What follows belongs to an exercise in optimizing a design on an open flow for small area, a short achievable clock period and few clock cycles per item; a production flow would make more cautious choices.
Function was checked by simulation only, so behaviour that the tests miss may differ from the original.

## flow/design.v (module list and top-level ports; edited modules follow where they fit)
// module fp_mul: 91 lines
// module fp_mul_prep: 29 lines
// module booth_enc: 17 lines
// module mul24b: 646 lines
// module fp_add: 96 lines
// module ladder_core: 131 lines
module ladder_core (
    input  wire        clk,
    input  wire        rst,        
    input  wire        in_valid,
    output wire        in_ready,
    input  wire [31:0] x,          
    input  wire [31:0] ec,         
    input  wire [31:0] rr,         
    output reg         out_valid,
    output wire [31:0] y           
);
  // ...
==> flow/run.sh <==
#!/bin/bash
# synth_recipe.tcl (not shown) runs the flow's synth.tcl, then flattens the netlist and writes it again
# the make line also repeats each setting of config.mk as NAME=value (left out here)
make -C /OpenROAD-flow-scripts/flow DESIGN_CONFIG=/design/flow/config.mk WORK_HOME=/design/flow/orfs CLKGATE_MAP_FILE= SYNTH_SCRIPT=/design/flow/synth_recipe.tcl finish
==> flow/config.mk <==
export PLATFORM = sky130hd
export DESIGN_NAME = ladder_core
export DESIGN_NICKNAME = ladder_core
export VERILOG_FILES = /design/flow/design.v
export SDC_FILE = /design/flow/constraint.sdc
export NUM_CORES = 4
export LEC_CHECK = 0
export ABC_AREA = 1
export CAP_MARGIN = 20
export CORE_MARGIN = 2
export CORE_UTILIZATION = 40
export SLEW_MARGIN = 20
==> flow/constraint.sdc <==
create_clock -name core_clock -period 22.0 [get_ports {clk}]
set_input_delay 4.4000 -clock core_clock [delete_from_list [all_inputs] [get_ports {clk}]]
set_output_delay 4.4000 -clock core_clock [all_outputs]
set_load 0.01 [all_outputs]
==> notes.md, run 1 <==
- Drc violations: 0
- Cell variety after synth: 77
- Synth Area in XOR/XNOR: 7.29%
- Setup Skew: 0.0513 ns
- Met3 usage: 5.74%
- Root buffer cell: clkbuf_16
- Most frequent cell after synthesis: nand2_1
- Seq_cells: 425
- Hold EP: f[21]
- Max FO, Critical Path: 117
- Post-synthesis sequential area ratio: 20.5%
- Synth Register Bits: 425
- Largest family of logic cells by synthesized area: simple AND/OR/NAND/NOR gates
- Hold Path Class: reg -> reg
- Worst reg-to-reg setup slack: 6.40 ns
- Reg2reg start: q[24]
- Register area: 10400 um^2
- Ys async rst share: 0%
- GR Util met1: 45.1%
- M2 GR Usage: 50.2%
- Largest net degree at the start of global routing: 118
- Clock-cell share: 3.02%
- RSZ-0062 raised after global routing: false
- Worst-margin pin slew: 1.24 ns
- Outcome: timing/DRC/antenna clean
- Top Metal Used: met5
- Fillers: 13.1k
- WP depth: 67
- First drt pass iteration count: 8
- Ant diodes: 3
Testbench counts, summed over its fixed seeds: cycles 41,632, items 3,200.
==> module fp_add, before the edit <==
module fp_add (
    input  wire [31:0] a,
    input  wire [31:0] b,
    input  wire        sub,
    output reg  [31:0] y
);
    wire [31:0] bb = {b[31] ^ sub, b[30:0]};
    wire a_emax = &a[30:23];
    wire b_emax = &bb[30:23];
    wire a_fz   = (a[22:0] == 23'd0);
    wire b_fz   = (bb[22:0] == 23'd0);
    wire a_nan  = a_emax & ~a_fz;
    wire b_nan  = b_emax & ~b_fz;
    wire a_inf  = a_emax & a_fz;
    wire b_inf  = b_emax & b_fz;
    wire        a_ez = (a[30:23] == 8'd0);
    wire        b_ez = (bb[30:23] == 8'd0);
    wire [7:0]  ea = a[30:23]  | {7'd0, a_ez};
    wire [7:0]  eb = bb[30:23] | {7'd0, b_ez};
    wire [23:0] ma = {~a_ez, a[22:0]};
    wire [23:0] mb = {~b_ez, bb[22:0]};
    wire [8:0]  dab  = {1'b0, ea} - {1'b0, eb};
    wire [8:0]  dba  = {1'b0, eb} - {1'b0, ea};
    wire        bbig = dab[8];                  
    wire [7:0]  d    = bbig ? dba[7:0] : dab[7:0];
    wire [7:0]  ep   = bbig ? eb : ea;
    wire [23:0] mp   = bbig ? mb : ma;
    wire [23:0] mq   = bbig ? ma : mb;
    wire        sp   = bbig ? bb[31] : a[31];
    wire        sq   = bbig ? a[31] : bb[31];
    wire        eff_sub = a[31] ^ bb[31];
    function [4:0] tzc24(input [23:0] v);
        integer i;
        begin
            tzc24 = 5'd24;
            for (i = 23; i >= 0; i = i - 1)
                if (v[i]) tzc24 = i[4:0];
        end
    endfunction
    wire        dbig = (d > 8'd27);
    wire [4:0]  ds   = dbig ? 5'd27 : d[4:0];
    wire [26:0] mqs  = {mq, 3'b000} >> ds;
    wire [4:0]  tzq  = bbig ? tzc24(ma) : tzc24(mb);
    wire        stk  = ({1'b0, tzq} + 6'd3 < {1'b0, ds});
    wire [26:0] mq_al = {mqs[26:1], mqs[0] | stk};
    wire [27:0] mp27 = {1'b0, mp, 3'b000};
    wire [27:0] sadd = mp27 + {1'b0, mq_al};
    wire [27:0] sd1  = mp27 - {1'b0, mq_al};
    wire [27:0] sd2  = {1'b0, mq_al} - mp27;    
    wire        neg  = sd1[27];                 
    wire [27:0] sum  = ~eff_sub ? sadd : (neg ? sd2 : sd1);
    wire        sr   = (eff_sub & neg) ? sq : sp;
    wire [7:0]  em1 = ep - 8'd1;
    wire [26:0] lim = (em1 < 8'd27) ? (27'h4000000 >> em1[4:0]) : 27'd0;
    wire [26:0] sv  = sum[26:0] | lim;
    function [4:0] lzc27(input [26:0] v);
        integer i;
        begin
            lzc27 = 5'd27;
            for (i = 0; i < 27; i = i + 1)
                if (v[i]) lzc27 = 5'd26 - i[4:0];
        end
    endfunction
    wire [4:0]  shl = lzc27(sv);
    wire [26:0] nl  = sum[26:0] << shl;
    wire [8:0]  el  = {1'b0, ep} - {4'd0, shl};
    reg  [26:0] n;
    reg  [8:0]  e;
    reg  [7:0]  efield;
    reg  [30:0] mag;
    reg         rnd;
    always @* begin
        if (sum[27]) begin
            n = {sum[27:2], sum[1] | sum[0]};
            e = {1'b0, ep} + 9'd1;
        end else begin
            n = nl;
            e = el;
        end
        efield = n[26] ? e[7:0] : 8'd0;
        rnd    = n[2] & (n[1] | n[0] | n[3]);
        mag    = {efield, n[25:3]} + {30'd0, rnd};
        if (a_nan || b_nan || (a_inf && b_inf && (a[31] != bb[31])))
            y = 32'h7FC00000;
        else if (a_inf)
            y = a;
        else if (b_inf)
            y = bb;
        else if (sum == 28'd0)
            y = {(a[31] & bb[31]), 31'd0};
        else if (e >= 9'd255)
            y = {sr, 8'hFF, 23'd0};
        else
            y = {sr, mag};
    end
endmodule
==> run 2, diff against run 1 <==
--- a/flow/design.v
+++ b/flow/design.v
@@ -811,6 +811,8 @@
     wire [23:0] mq   = bbig ? ma : mb;
     wire        sp   = bbig ? bb[31] : a[31];
-    wire        sq   = bbig ? a[31] : bb[31];
     wire        eff_sub = a[31] ^ bb[31];
+    wire        d0   = (ea == eb);
+    wire        d1   = (dab[7:0] == 8'd1) | (dba[7:0] == 8'd1);
+    wire        near = eff_sub & (d0 | d1);
     function [4:0] tzc24(input [23:0] v);
         integer i;
@@ -828,40 +830,49 @@
     wire [26:0] mq_al = {mqs[26:1], mqs[0] | stk};
     wire [27:0] mp27 = {1'b0, mp, 3'b000};
-    wire [27:0] sadd = mp27 + {1'b0, mq_al};
-    wire [27:0] sd1  = mp27 - {1'b0, mq_al};
-    wire [27:0] sd2  = {1'b0, mq_al} - mp27;    
-    wire        neg  = sd1[27];                 
-    wire [27:0] sum  = ~eff_sub ? sadd : (neg ? sd2 : sd1);
-    wire        sr   = (eff_sub & neg) ? sq : sp;
+    wire [27:0] fsum = eff_sub ? (mp27 - {1'b0, mq_al}) : (mp27 + {1'b0, mq_al});
+    reg  [26:0] fn;
+    reg  [8:0]  fe;
+    always @* begin
+        if (fsum[27]) begin
+            fn = {fsum[27:2], fsum[1] | fsum[0]};
+            fe = {1'b0, ep} + 9'd1;
+        end else if (fsum[26] || ep == 8'd1) begin
+            fn = fsum[26:0];
+            fe = {1'b0, ep};
+        end else begin
+            fn = {fsum[25:0], 1'b0};
+            fe = {1'b0, ep} - 9'd1;
+        end
+    end
+    wire [24:0] dab0 = {ma, 1'b0} - {mb, 1'b0};
+    wire [24:0] dba0 = {mb, 1'b0} - {ma, 1'b0};
+    wire        aneg0 = (mb > ma);
+    wire [24:0] dn1  = {mp, 1'b0} - {1'b0, mq};
+    wire [24:0] r25  = d0 ? (aneg0 ? dba0 : dab0) : dn1;
+    wire        nsgn = d0 ? (aneg0 ? bb[31] : a[31]) : sp;
     wire [7:0]  em1 = ep - 8'd1;
-    wire [26:0] lim = (em1 < 8'd27) ? (27'h4000000 >> em1[4:0]) : 27'd0;
-    wire [26:0] sv  = sum[26:0] | lim;
-    function [4:0] lzc27(input [26:0] v);
+    wire [24:0] lim = (em1 < 8'd25) ? (25'h1000000 >> em1[4:0]) : 25'd0;
+    wire [24:0] rv  = r25 | lim;
+    function [4:0] lzc25(input [24:0] v);
         integer i;
         begin
-            lzc27 = 5'd27;
-            for (i = 0; i < 27; i = i + 1)
-                if (v[i]) lzc27 = 5'd26 - i[4:0];
+            lzc25 = 5'd25;
+            for (i = 0; i < 25; i = i + 1)
+                if (v[i]) lzc25 = 5'd24 - i[4:0];
         end
     endfunction
-    wire [4:0]  shl = lzc27(sv);
-    wire [26:0] nl  = sum[26:0] << shl;
-    wire [8:0]  el  = {1'b0, ep} - {4'd0, shl};
-    reg  [26:0] n;
-    reg  [8:0]  e;
-    reg  [7:0]  efield;
-    reg  [30:0] mag;
-    reg         rnd;
+    wire [4:0]  shl = lzc25(rv);
+    wire [24:0] rn  = r25 << shl;
+    wire [26:0] nn  = {rn, 2'b00};
+    wire [8:0]  ne  = {1'b0, ep} - {4'd0, shl};
+    wire [26:0] n  = near ? nn : fn;
+    wire [8:0]  e  = near ? ne : fe;
+    wire        sr = near ? nsgn : sp;
+    wire [7:0]  efield = n[26] ? e[7:0] : 8'd0;
+    wire        rnd = n[2] & (n[1] | n[0] | n[3]);
+    wire [30:0] mag = {efield, n[25:3]} + {30'd0, rnd};
+    wire        zero = near & d0 & (ma == mb);
+    wire        ovf  = ~near & (e >= 9'd255);
     always @* begin
-        if (sum[27]) begin
-            n = {sum[27:2], sum[1] | sum[0]};
-            e = {1'b0, ep} + 9'd1;
-        end else begin
-            n = nl;
-            e = el;
-        end
-        efield = n[26] ? e[7:0] : 8'd0;
-        rnd    = n[2] & (n[1] | n[0] | n[3]);
-        mag    = {efield, n[25:3]} + {30'd0, rnd};
         if (a_nan || b_nan || (a_inf && b_inf && (a[31] != bb[31])))
             y = 32'h7FC00000;
@@ -870,7 +881,7 @@
         else if (b_inf)
             y = bb;
-        else if (sum == 28'd0)
+        else if (zero)
             y = {(a[31] & bb[31]), 31'd0};
-        else if (e >= 9'd255)
+        else if (ovf)
             y = {sr, 8'hFF, 23'd0};
         else
--- a/flow/config.mk
+++ b/flow/config.mk
@@ -9,4 +9,4 @@
 export CAP_MARGIN = 20
 export CORE_MARGIN = 2
-export CORE_UTILIZATION = 40
+export CORE_UTILIZATION = 55
 export SLEW_MARGIN = 20
==> run 2 against run 1 <==
Effect of this change: synthesized area grew 8.9%; synthesized cell count is 11% higher; worst hold slack better by 0.0022 ns; still clean; clock skew down 0.012 ns; wire length is 4.4% higher; highest routed layer unchanged; design area is 6.7% higher; critical endpoint is now m[26].
==> notes.md, run 2 <==
- Initial antenna violation count: 10 (was 6)
- Synth Register Bits: 425 (unchanged)
- Setup Skew: 0.0388 ns (was 0.0513 ns)
- Post-Layout Cell Count: 9584 (was 9103)
- Register area: 10400 um^2 (unchanged)
- Clk latency of the worst-skew pair: 0.63 ns (was 0.65 ns)
- Final Critical Period: 12.63 ns (was 15.60 ns)
- Outcome: timing/DRC/antenna clean (unchanged)
- Top cells by area, synth: nand2_1 (13%), edfxtp_1 (10%), fa_1 (9.6%), dfxtp_1 (8.4%), inv_1 (8.2%) (was nand2_1 (12%), edfxtp_1 (11%), fa_1 (10%), dfxtp_1 (9.2%), inv_1 (7.5%))
- Core area: 100000 um^2 (was 126000 um^2)
- Port Buffers: 132 (unchanged)
- Routed WL: 234000 um (was 224000 um)
- First drt pass iteration count: 6 (was 8)
- Worst-path clk slew: 0.07 ns (was 0.06 ns)
- Most frequent cell after synthesis: nand2_1 (unchanged)
- Most frequent cells in the layout: nand2_1 (1909), inv_1 (1205), o21ai_0 (630) (was nand2_1 (1625), inv_1 (1023), o21ai_0 (655))
- Fin crit share: 57.4% (was 70.9%)
- TritonCTS Buffers: 46 (was 49)
- Gpl congestion: 1.07 (was 1.01)
- Maxcap violations: 0 (unchanged)
- Initial core utilization: 55.5% (was 40.4%)
- Post-synthesis sequential area ratio: 18.8% (was 20.5%)
- Startpoint types: flop (unchanged)
- Final count of negative-setup-slack endpoints: 0 (unchanged)
- Cells after Synth: 8339 (was 7490)
- Synth top area share: 12.9% (was 12.0%)
- Grt ovf: 0 (unchanged)
- Most common cell after layout, fill and taps aside: nand2_1 (unchanged)
- Dpl ws: 9.77 ns (was 6.98 ns)
- Die footprint: 103000 um^2 (was 130000 um^2)
- Worst path required time: 22.41 ns (was 22.48 ns)
- Max FO, Critical Path: 44 (was 117)
- Worst-margin pin slew: 1.18 ns (was 1.24 ns)
- Area Growth Syn to Fin: 7.19% (was 9.32%)
- RSZ-0062 raised after global routing: false (unchanged)
- Hold Path Class: reg -> reg (unchanged)
- Root buffer cell: clkbuf_16 (unchanged)
- Global-route wire length before repair: 345000 um (was 327000 um)
- Hold Startpoint: f[31] (was sb[21])
- Cell mode on critical path: nand2_1 (unchanged)
- Synth Cell Area: 55500 um^2 (was 51000 um^2)
- Syn nets: 9034 (was 8137)
- Crit Path Class: reg -> reg (unchanged)
- WL/cell: 24.4 um (was 24.6 um)
- Synth area leader: nand2_1 (unchanged)
- Main synth FF type: dfxtp_1 (unchanged)
- Worst slew margin: 21.1% (was 16.4%)
- Critical path origin: xsb (was q[24])
- Area of the multi-input gates: 38700 um^2 (was 35300 um^2)
- Cell variety after synth: 90 (was 77)
- Post-Place Cells: 9495 (was 9009)
- Clock Tree Buf Depth: 3 (unchanged)
- Row count: 116 (was 130)
- Max Fclk: 79.2 MHz (was 64.1 MHz)
- Largest net degree at the start of global routing: 120 (was 118)
- Slew Limit Fails: 0 (unchanged)
- I/O pin count: 133 (unchanged)
- GRT Overall Usage: 43.9% (was 33.1%)
- Layout cells sized above 1: 5.18% (was 4.99%)
- CTS tree: done (unchanged)
- CP max stage delay: 0.55 ns (was 0.95 ns)
- Worst setup margin: 9.37 ns (was 6.40 ns)
- Mapped Avg Cell Area: 6.65 um^2 (was 6.80 um^2)
- Vias: 60.0k (was 53.4k)
- PostCTS Resize Cnt: 0 (unchanged)
- Hpwl dp: 180000 um (was 170000 um)
- Drt first-iter violations: 8262 (was 6675)
- Post-route ant nets: 0 (unchanged)
- Post-synth top cells: nand2_1 (1909), inv_1 (1206), o21ai_0 (635) (was nand2_1 (1626), inv_1 (1025), o21ai_0 (655))
- Hold_buf cts: 0 (unchanged)
- Ys async rst share: 0% (unchanged)
- Yosys warns: 4 (unchanged)
- Final net count: 8941 (was 8058)
- Hold Vio Cnt, Final: 0 (unchanged)
- CP endpoint kind: flop (unchanged)
- H-tree Lvls: 2 (unchanged)
- Drc violations: 0 (unchanged)
- Routed vias/inst: 6.26 (was 5.87)
- CP Data Arrival Time: 13.03 ns (was 16.08 ns)
- DIE HEIGHT: 322 um (was 361 um)
- Post-CTS Setup Bufs: 0 (unchanged)
- EDFF count, synth: 192 (unchanged)
- Reg2reg start: xsb (was q[24])
- Critical path's slowest cell: inv_1 (was a2111oi_0)
- TNS Setup: 0 ns (unchanged)
- TritonCTS sink count: 425 (unchanged)
- Vias in the first global route: 56.0k (was 49.5k)
- Die Wd: 322 um (was 361 um)
- Fillers: 9746 (was 13.1k)
## run 2: layout make-up
type,count,area share (%)
Clock inverter,23,0.555
Clock buffer,63,2.22
Multi-Input combinational cell,6247,65.1
Inverter,1275,8.05
Timing Repair Buffer,251,3.76
Antenna cell,2,0.00842
Sequential cell,425,17.5
Tap cell,1298,2.73
## run 2: per-stage QoR
stage | utilization, % | hold WS [ns] | cell area, um^2
floorplan | - | 0.419 | 55500
global route | 59.5 | 0.485 | 59500
detailed placement | 57.8 | 0.440 | 57800
CTS | 59.4 | 0.456 | 59400
global placement | 57.8 | 0.428 | 57800
finish | 59.5 | 0.453 | 59500
## run 2: routing by layer
metal	track usage (%)	part of all wire [%]	vias up	wire, um
met4	31.0	8.6	10	20000
li1	-	-	27200	-
met1	54.4	37	27900	87600
met5	0	0.027	-	63
met3	8.73	11	992	25300
met2	68.5	43	3914	101000
## run 2: worst paths after layout
check          end  slack (ns)  cells past startpoint
max          m[26]        9.37                     49
min            y_s        0.45                      2
max reg2reg  m[26]        9.37                     49
min reg2reg    y_s        0.45                      2
## run 2: cells by family (layout without fill, tap and decap cells)
group / after synthesis / after routing / synth area share [%]
multiplexers: 10 / 10 / 0.180
flip-flops: 425 / 425 / 18.8
AO/OA/AOI/OAI: 1894 / 1894 / 19.9
AND/OR/NAND/NOR: 3299 / 3299 / 25.2
buffers and inverters: 1667 / 1612 / 11.8
XOR/XNOR: 448 / 448 / 7.07
adder cells (fa/ha/maj): 596 / 596 / 17.0
other: 0 / 2 / 0
## run 2: worst max-delay path: cells and delay by family, from the launching register on
| family | cells | cell delay [ns] |
|---|---|---|
| AOI/OAI and AO/OA | 14 | 3.32 |
| xor gates and xnor gates | 2 | 0.58 |
| adders and majority gates | 8 | 3.32 |
| buffers and inverters | 9 | 2.28 |
| DFF | 1 | 0.32 |
| and+or+nand+nor | 16 | 2.53 |
Testbench counts of run 2, summed over its fixed seeds: cycles 41,632, items 3,200.
==> module ladder_core, before the edit <==
module ladder_core (
    input  wire        clk,
    input  wire        rst,        
    input  wire        in_valid,
    output wire        in_ready,
    input  wire [31:0] x,          
    input  wire [31:0] ec,         
    input  wire [31:0] rr,         
    output reg         out_valid,
    output wire [31:0] y           
);
    localparam [31:0] C_1_16 = 32'h3F947AE1;
    localparam [31:0] C_0_15 = 32'h3E19999A;
    localparam [31:0] C_1_0  = 32'h3F800000;
    reg [31:0] s1, s2, s3, s4;
    reg [31:0] f, g;
    reg [31:0] m, a, sa, sb, q;
    reg [3:0]  cyc;
    reg        cur;      
    reg        nxt;      
    assign in_ready = cur & (cyc == 4'd0);
    assign y        = s4;
    function [31:0] times2(input [31:0] v);
        if (v[30:23] == 8'd0)        times2 = {v[31], v[29:0], 1'b0};
        else if (v[30:23] >= 8'd254) times2 = {v[31], 8'hFF, (v[30:23] == 8'hFF) ? v[22:0] : 23'd0};
        else                         times2 = {v[31], v[30:23] + 8'd1, v[22:0]};
    endfunction
    wire [31:0] res_in = times2(times2(rr));
    reg  [3:0]  ncyc;
    always @* begin
        if (rst)               ncyc = 4'd6;
        else if (cyc == 4'd12) ncyc = nxt ? 4'd0 : 4'd6;
        else                   ncyc = cyc + 4'd1;
    end
    reg xm, xs2, xa, xs3, xs1, xs4, xsb;
    reg aneg;
    always @(posedge clk) begin
        xm    <= (ncyc == 4'd0) | (ncyc == 4'd10);
        xs2   <= (ncyc == 4'd1) | (ncyc == 4'd6);
        xa    <= (ncyc == 4'd2) | (ncyc == 4'd7) | (ncyc == 4'd12);
        xs3   <= (ncyc == 4'd3) | (ncyc == 4'd8);
        xs1   <= (ncyc == 4'd4) | (ncyc == 4'd11);
        xs4   <= (ncyc == 4'd5);
        xsb   <= (ncyc == 4'd9);
        aneg  <= (ncyc == 4'd1) | (ncyc == 4'd8) | (ncyc == 4'd11);
    end
    reg  [31:0] yn;
    always @* begin
        case (ncyc)
            4'd0:    yn = s4;
            4'd1, 4'd3, 4'd5, 4'd11:
                     yn = g;
            4'd7:    yn = C_1_16;
            4'd9:    yn = C_0_15;
            4'd10:   yn = sb;
            4'd12:   yn = res_in;
            default: yn = f;
        endcase
    end
    wire [12:0] yn_one, yn_two, yn_neg;
    wire        yn_s, yn_ez, yn_fz;
    wire [7:0]  yn_e;
    wire [4:0]  yn_lz, yn_tz;
    fp_mul_prep u_prep (.b(yn), .b_one(yn_one), .b_two(yn_two), .b_neg(yn_neg), .b_s(yn_s),
                        .b_e(yn_e), .b_ez(yn_ez), .b_fz(yn_fz), .b_lz(yn_lz), .b_tz(yn_tz));
    reg  [12:0] y_one, y_two, y_neg;
    reg         y_s, y_ez, y_fz;
    reg  [7:0]  y_e;
    reg  [4:0]  y_lz, y_tz;
    always @(posedge clk) begin
        y_one <= yn_one;
        y_two <= yn_two;
        y_neg <= yn_neg;
        y_s   <= yn_s;
        y_e   <= yn_e;
        y_ez  <= yn_ez;
        y_fz  <= yn_fz;
        y_lz  <= yn_lz;
        y_tz  <= yn_tz;
    end
    wire [31:0] mx = ({32{xm}}  & m)  | ({32{xs2}} & s2) | ({32{xa}}  & a)
                   | ({32{xs3}} & s3) | ({32{xs1}} & s1) | ({32{xs4}} & s4)
                   | ({32{xsb}} & sb);
    wire [31:0] mul_y, add_y;
    fp_mul u_mul (.a(mx), .b_one(y_one), .b_two(y_two), .b_neg(y_neg), .b_s(y_s), .b_e(y_e),
                  .b_ez(y_ez), .b_fz(y_fz), .b_lz(y_lz), .b_tz(y_tz), .y(mul_y));
    fp_add u_add (.a({m[31] ^ aneg, m[30:0]}), .b(q), .sub(1'b0), .y(add_y));
    always @(posedge clk) begin
        m <= mul_y;
        case (cyc)
            4'd0:  q  <= x;
            4'd1:  a  <= add_y;
            4'd2:  begin sa <= m; q <= sb; end
            4'd4:  begin sb <= m; q <= sa; end
            4'd6:  begin sa <= m; a <= ec; q <= sb; end
            4'd7:  q  <= C_1_0;
            4'd8:  begin sb <= m; g <= add_y; q <= sa; end
            4'd9:  f  <= sb;
            4'd10: q  <= C_1_0;
            4'd11: a  <= add_y;
            4'd12: sb <= m;
            default: ;
        endcase
    end
    always @(posedge clk) begin
        if (rst) begin
            s1        <= 32'd0;
            s2        <= 32'd0;
            s3        <= 32'd0;
            s4        <= 32'd0;
            cur       <= 1'b0;
            nxt       <= 1'b0;
            out_valid <= 1'b0;
        end else begin
            out_valid <= 1'b0;
            if (cur) begin
                case (cyc)
                    4'd3: s1 <= add_y;
                    4'd5: s2 <= add_y;
                    4'd7: s3 <= add_y;
                    4'd9: begin s4 <= add_y; out_valid <= 1'b1; end
                    default: ;
                endcase
            end
            if (cyc == 4'd6) nxt <= in_valid;
            if (cyc == 4'd9) cur <= 1'b0;
            if (cyc == 4'd12) cur <= nxt;
        end
        cyc <= ncyc;
    end
endmodule
==> run 3, diff against run 2 <==
--- a/flow/design.v
+++ b/flow/design.v
@@ -806,8 +806,6 @@
     wire [8:0]  dba  = {1'b0, eb} - {1'b0, ea};
     wire        bbig = dab[8];                  
-    wire [7:0]  d    = bbig ? dba[7:0] : dab[7:0];
     wire [7:0]  ep   = bbig ? eb : ea;
     wire [23:0] mp   = bbig ? mb : ma;
-    wire [23:0] mq   = bbig ? ma : mb;
     wire        sp   = bbig ? bb[31] : a[31];
     wire        eff_sub = a[31] ^ bb[31];
@@ -823,10 +821,18 @@
         end
     endfunction
-    wire        dbig = (d > 8'd27);
-    wire [4:0]  ds   = dbig ? 5'd27 : d[4:0];
-    wire [26:0] mqs  = {mq, 3'b000} >> ds;
-    wire [4:0]  tzq  = bbig ? tzc24(ma) : tzc24(mb);
-    wire        stk  = ({1'b0, tzq} + 6'd3 < {1'b0, ds});
-    wire [26:0] mq_al = {mqs[26:1], mqs[0] | stk};
+    function [26:0] align(input [23:0] m, input [7:0] d);
+        reg [4:0]  ds;
+        reg [26:0] ms;
+        reg        stk;
+        begin
+            ds    = (d > 8'd27) ? 5'd27 : d[4:0];
+            ms    = {m, 3'b000} >> ds;
+            stk   = ({1'b0, tzc24(m)} + 6'd3 < {1'b0, ds});
+            align = {ms[26:1], ms[0] | stk};
+        end
+    endfunction
+    wire [26:0] mb_al = align(mb, dab[7:0]);    
+    wire [26:0] ma_al = align(ma, dba[7:0]);    
+    wire [26:0] mq_al = bbig ? ma_al : mb_al;
     wire [27:0] mp27 = {1'b0, mp, 3'b000};
     wire [27:0] fsum = eff_sub ? (mp27 - {1'b0, mq_al}) : (mp27 + {1'b0, mq_al});
@@ -845,9 +851,10 @@
         end
     end
-    wire [24:0] dab0 = {ma, 1'b0} - {mb, 1'b0};
+    wire [25:0] dab0 = {1'b0, ma, 1'b0} - {1'b0, mb, 1'b0};
     wire [24:0] dba0 = {mb, 1'b0} - {ma, 1'b0};
-    wire        aneg0 = (mb > ma);
-    wire [24:0] dn1  = {mp, 1'b0} - {1'b0, mq};
-    wire [24:0] r25  = d0 ? (aneg0 ? dba0 : dab0) : dn1;
+    wire        aneg0 = dab0[25];                
+    wire [24:0] dn1a = {ma, 1'b0} - {1'b0, mb};   
+    wire [24:0] dn1b = {mb, 1'b0} - {1'b0, ma};   
+    wire [24:0] r25  = d0 ? (aneg0 ? dba0 : dab0[24:0]) : (bbig ? dn1b : dn1a);
     wire        nsgn = d0 ? (aneg0 ? bb[31] : a[31]) : sp;
     wire [7:0]  em1 = ep - 8'd1;
@@ -905,5 +912,5 @@
     reg [31:0] s1, s2, s3, s4;
     reg [31:0] f, g;
-    reg [31:0] m, a, sa, sb, q;
+    reg [31:0] m, xr, sa, sb, q;
     reg [3:0]  cyc;
     reg        cur;      
@@ -923,16 +930,7 @@
         else                   ncyc = cyc + 4'd1;
     end
-    reg xm, xs2, xa, xs3, xs1, xs4, xsb;
     reg aneg;
-    always @(posedge clk) begin
-        xm    <= (ncyc == 4'd0) | (ncyc == 4'd10);
-        xs2   <= (ncyc == 4'd1) | (ncyc == 4'd6);
-        xa    <= (ncyc == 4'd2) | (ncyc == 4'd7) | (ncyc == 4'd12);
-        xs3   <= (ncyc == 4'd3) | (ncyc == 4'd8);
-        xs1   <= (ncyc == 4'd4) | (ncyc == 4'd11);
-        xs4   <= (ncyc == 4'd5);
-        xsb   <= (ncyc == 4'd9);
-        aneg  <= (ncyc == 4'd1) | (ncyc == 4'd8) | (ncyc == 4'd11);
-    end
+    always @(posedge clk)
+        aneg <= (ncyc == 4'd1) | (ncyc == 4'd8) | (ncyc == 4'd11);
     reg  [31:0] yn;
     always @* begin
@@ -969,24 +967,34 @@
         y_tz  <= yn_tz;
     end
-    wire [31:0] mx = ({32{xm}}  & m)  | ({32{xs2}} & s2) | ({32{xa}}  & a)
-                   | ({32{xs3}} & s3) | ({32{xs1}} & s1) | ({32{xs4}} & s4)
-                   | ({32{xsb}} & sb);
     wire [31:0] mul_y, add_y;
-    fp_mul u_mul (.a(mx), .b_one(y_one), .b_two(y_two), .b_neg(y_neg), .b_s(y_s), .b_e(y_e),
+    fp_mul u_mul (.a(xr), .b_one(y_one), .b_two(y_two), .b_neg(y_neg), .b_s(y_s), .b_e(y_e),
                   .b_ez(y_ez), .b_fz(y_fz), .b_lz(y_lz), .b_tz(y_tz), .y(mul_y));
     fp_add u_add (.a({m[31] ^ aneg, m[30:0]}), .b(q), .sub(1'b0), .y(add_y));
+    reg xadd, xmul, xs1, xs2, xs3, xs4, xm, xec;
+    always @(posedge clk) begin
+        xadd <= (ncyc == 4'd1) | (ncyc == 4'd3) | (ncyc == 4'd5) | (ncyc == 4'd7) | (ncyc == 4'd11);
+        xmul <= (ncyc == 4'd9) | (ncyc == 4'd12);
+        xs2  <= (ncyc == 4'd0);
+        xs3  <= (ncyc == 4'd2);
+        xs4  <= (ncyc == 4'd4);
+        xec  <= (ncyc == 4'd6);
+        xm   <= (ncyc == 4'd8);
+        xs1  <= (ncyc == 4'd10);
+    end
+    wire [31:0] xe = ({32{xs1}} & s1) | ({32{xs2}} & s2) | ({32{xs3}} & s3)
+                   | ({32{xs4}} & s4) | ({32{xm}}  & m)  | ({32{xec}} & ec);
+    wire [31:0] xn = xadd ? add_y : (xmul ? mul_y : xe);
     always @(posedge clk) begin
-        m <= mul_y;
+        m  <= mul_y;
+        xr <= xn;
         case (cyc)
-            4'd0:  q  <= x;
-            4'd1:  a  <= add_y;
+            4'd0:  q <= x;
             4'd2:  begin sa <= m; q <= sb; end
             4'd4:  begin sb <= m; q <= sa; end
-            4'd6:  begin sa <= m; a <= ec; q <= sb; end
-            4'd7:  q  <= C_1_0;
+            4'd6:  begin sa <= m; q <= sb; end
+            4'd7:  q <= C_1_0;
             4'd8:  begin sb <= m; g <= add_y; q <= sa; end
-            4'd9:  f  <= sb;
-            4'd10: q  <= C_1_0;
-            4'd11: a  <= add_y;
+            4'd9:  f <= sb;
+            4'd10: q <= C_1_0;
             4'd12: sb <= m;
             default: ;
--- a/flow/config.mk
+++ b/flow/config.mk
@@ -7,6 +7,6 @@
 export LEC_CHECK = 0
 export ABC_AREA = 1
-export CAP_MARGIN = 20
+export CAP_MARGIN = 50
 export CORE_MARGIN = 2
 export CORE_UTILIZATION = 55
-export SLEW_MARGIN = 20
+export SLEW_MARGIN = 70
==> run 3 against run 2 <==
Effect of this change: still clean on timing, DRC and antenna; first-iteration DRC count increased by 23%; sequential cell count is 1 higher; utilization is 1.6 points higher; wire length rose by 8.8%; global-route usage grew 2.2 points; critical path depth up 19; worst setup slack improved by 1.3 ns.
==> notes.md, run 3 <==
- Outcome: timing/DRC/antenna clean (unchanged)
- First drt pass iteration count: 10 (was 6)
- Largest family of logic cells by synthesized area: simple AND/OR/NAND/NOR gates (unchanged)
- Hold Path Class: reg -> reg (unchanged)
- Final count of negative-setup-slack endpoints: 0 (unchanged)
- Final net count: 9300 (was 8941)
- Hold Vio Cnt, Final: 0 (unchanged)
- Drt first-iter violations: 10.2k (was 8262)
- Maxcap violations: 0 (unchanged)
- RSZ-0062 raised after global routing: false (unchanged)
- Synth Area in Adders: 17.3% (was 17.0%)
- Post-Place Cells: 9888 (was 9495)
- Area of the multi-input gates: 41900 um^2 (was 38700 um^2)
- Yosys warns: 4 (unchanged)
- Top cells by area, synth: nand2_1 (14%), dfxtp_1 (9.4%), fa_1 (9.4%), edfxtp_1 (8.5%), ha_1 (7.9%) (was nand2_1 (13%), edfxtp_1 (10%), fa_1 (9.6%), dfxtp_1 (8.4%), inv_1 (8.2%))
- Die footprint: 106000 um^2 (was 103000 um^2)
- Register area: 10200 um^2 (was 10400 um^2)
- Most frequent cells in the layout: nand2_1 (2066), inv_1 (1051), o21ai_0 (620) (was nand2_1 (1909), inv_1 (1205), o21ai_0 (630))
- Grt ovf: 0 (unchanged)
- H-tree Lvls: 2 (unchanged)
- Synth Cell Area: 56800 um^2 (was 55500 um^2)
- PostCTS Resize Cnt: 0 (unchanged)
- Main synth FF type: dfxtp_1 (unchanged)
- Largest net degree at the start of global routing: 69 (was 120)
- Clk latency of the worst-skew pair: 0.58 ns (was 0.63 ns)
- Row count: 117 (was 116)
- TritonCTS Buffers: 43 (was 46)
- Initial core utilization: 55.6% (was 55.5%)
- Setup Skew: 0.0228 ns (was 0.0388 ns)
- EDFF count, synth: 160 (was 192)
- Worst-path clk slew: 0.07 ns (about the same)
- Post-Synth Simple-Gate Area: 26.5% (was 25.2%)
- Cells after Synth: 8662 (was 8339)
- Vias in the first global route: 58.6k (was 56.0k)
- Mux share of post-synthesis cell area: 0.407% (was 0.180%)
- Clock Tree Buf Depth: 3 (unchanged)
- Max FO, Critical Path: 38 (was 44)
- Fin crit share: 51.4% (was 57.4%)
- TritonCTS sink count: 426 (was 425)
- DIE HEIGHT: 325 um (was 322 um)
- Ys async rst share: 0% (unchanged)
- Post-route ant nets: 0 (unchanged)
- Routed WL: 255000 um (was 234000 um)
- CTS tree: done (unchanged)
- Startpoint types: flop (unchanged)
- Cell mode on critical path: nand2_1 (unchanged)
- Die Wd: 325 um (was 322 um)
- Routed vias/inst: 6.37 (was 6.26)
- Slew Limit Fails: 0 (unchanged)
- Synth Area in XOR/XNOR: 7.08% (was 7.07%)
- Max Fclk: 88.5 MHz (was 79.2 MHz)
- Vias: 63.6k (was 60.0k)
- Post-synth top cells: nand2_1 (2075), inv_1 (1086), o21ai_0 (687) (was nand2_1 (1909), inv_1 (1206), o21ai_0 (635))
- Worst-margin pin slew: 0.518 ns (was 1.18 ns)
- Synth Register Bits: 426 (was 425)
- Post-Layout Cell Count: 9979 (was 9584)
- Hpwl dp: 199000 um (was 180000 um)
- Critical path's slowest cell: dfxtp_1 (was inv_1)
- Post-synthesis sequential area ratio: 17.8% (was 18.8%)
- CP endpoint kind: flop (unchanged)
- Most frequent cell after synthesis: nand2_1 (unchanged)
- Root buffer cell: clkbuf_16 (unchanged)
- Syn nets: 9388 (was 9034)
- TNS Setup: 0 ns (unchanged)
- Global-route wire length before repair: 373000 um (was 345000 um)
- Cell variety after synth: 81 (was 90)
- Final Critical Period: 11.31 ns (was 12.63 ns)
- Port Buffers: 132 (unchanged)
- Worst slew margin: 65.5% (was 21.1%)
- Initial antenna violation count: 7 (was 10)
- Core area: 102000 um^2 (was 100000 um^2)
- Most common cell after layout, fill and taps aside: nand2_1 (unchanged)
- Hold_buf cts: 0 (unchanged)
- Area Growth Syn to Fin: 9.72% (was 7.19%)
- Post-CTS Setup Bufs: 0 (unchanged)
- GRT Overall Usage: 46.1% (was 43.9%)
- Crit Path Class: reg -> reg (unchanged)
- Final core utilization: 61.0% (was 59.5%)
- Mapped Avg Cell Area: 6.56 um^2 (was 6.65 um^2)
- Drc violations: 0 (unchanged)
- Worst path required time: 22.19 ns (was 22.41 ns)
- CP max stage delay: 0.44 ns (was 0.55 ns)
- WL/cell: 25.5 um (was 24.4 um)
- Layout cells sized above 1: 7.39% (was 5.18%)
- Synth area leader: nand2_1 (unchanged)
- WHS: 0.476 ns (was 0.453 ns)
- I/O pin count: 133 (unchanged)
- Synth top area share: 13.7% (was 12.9%)
- Gpl congestion: 1.09 (was 1.07)
- Synth Area in Compound Gates: 20.1% (was 19.9%)
- Fillers: 9790 (was 9746)
- CP Data Arrival Time: 11.49 ns (was 13.03 ns)
[run 3: cell count changes in the layout (fill, tap and decap cells not counted), moves of 32 or more]
cell	change
edfxtp_1	-32
inv_1	-154
o21ai_2	+37
a22oi_1	-34
nor2_1	-48
nand3_1	+132
o21ai_1	+33
a21oi_1	+44
nand2_1	+157
[run 3: worst max-delay path: cells and delay by family (launching register included)]
kind | cells | cell delay (ns)
flops | 1 | 0.44
simple gates | 40 | 5.32
compound gates | 14 | 2.94
buf+inv | 11 | 1.41
fa+ha+maj | 3 | 0.78
[run 3: cell families (layout without fill, tap and decap cells)]
family / after synthesis / count (layout)
compound gates: 1987 / 1987
xor+xnor: 458 / 458
fa+ha+maj: 627 / 627
buf+inv: 1569 / 1516
flops: 426 / 426
mux: 23 / 23
other cells: 0 / 2
simple gates: 3572 / 3572
[run 3: final timing paths]
check	from	endpoint	slack, ns	depth (start not counted)
setup reg to reg	m[24]	g[26]	10.69	68
setup / recovery	m[24]	g[26]	10.69	68
hold reg to reg	f[31]	y_s	0.48	2
hold / removal	f[31]	y_s	0.48	2
[run 3: final cells by class]
class / count / share of cell area, %
Multi-Input combinational cell: 6667 / 67.1
Tap cell: 1368 / 2.74
Clock inverter: 20 / 0.323
Clock buffer: 60 / 2.06
Sequential cell: 426 / 16.3
Antenna cell: 2 / 0.00802
Inverter: 1146 / 7.02
Timing Repair Buffer: 290 / 4.42
[run 3: routing by layer]
metal,wire (um),track usage (%)
met4,21000,29.4
met2,107000,69.3
met3,33600,12.7
met1,93200,58.4
met5,40,0
[run 3: per-stage QoR]
step	worst slack [ns]	area, um^2
floorplan	13.06	56800
global placement	10.03	59000
detailed placement	11.00	60500
CTS	10.95	62000
global route	9.65	62400
finish	10.69	62400
Testbench counts of run 3, summed over its fixed seeds: cycles 41,632, items 3,200.

[what the ideal ports hide]
No port has a modelled driver above. Below, the same layouts with a new extraction and two added sets of constraints. Step 1 assumes that a clkbuf_16 drives the clock port and a buf_2 every other input. Step 2, shift: input delay + t, output delay - t, t = (earliest + latest rising clock arrival at the registers) / 2. This alone moves slack from input paths to output paths. Three values: no drivers, after step 1, after step 2; two values: the first two.
| run | shift t [ns] | setup slack, ns | hold WS [ns] | slew at the worst register clock pin (ns) |
|---|---|---|---|---|
| run 1 | 0.681 | 6.398 / 6.398 / 6.398 | 0.450 / 0.450 / 0.450 | 0.07 / 0.07 |
| run 2 | 0.684 | 9.375 / 9.375 / 9.375 | 0.453 / 0.453 / 0.453 | 0.07 / 0.07 |
| run 3 | 0.625 | 10.695 / 10.695 / 10.695 | 0.476 / 0.476 / 0.476 | 0.07 / 0.07 |
After both steps setup and hold are still met in every run listed.
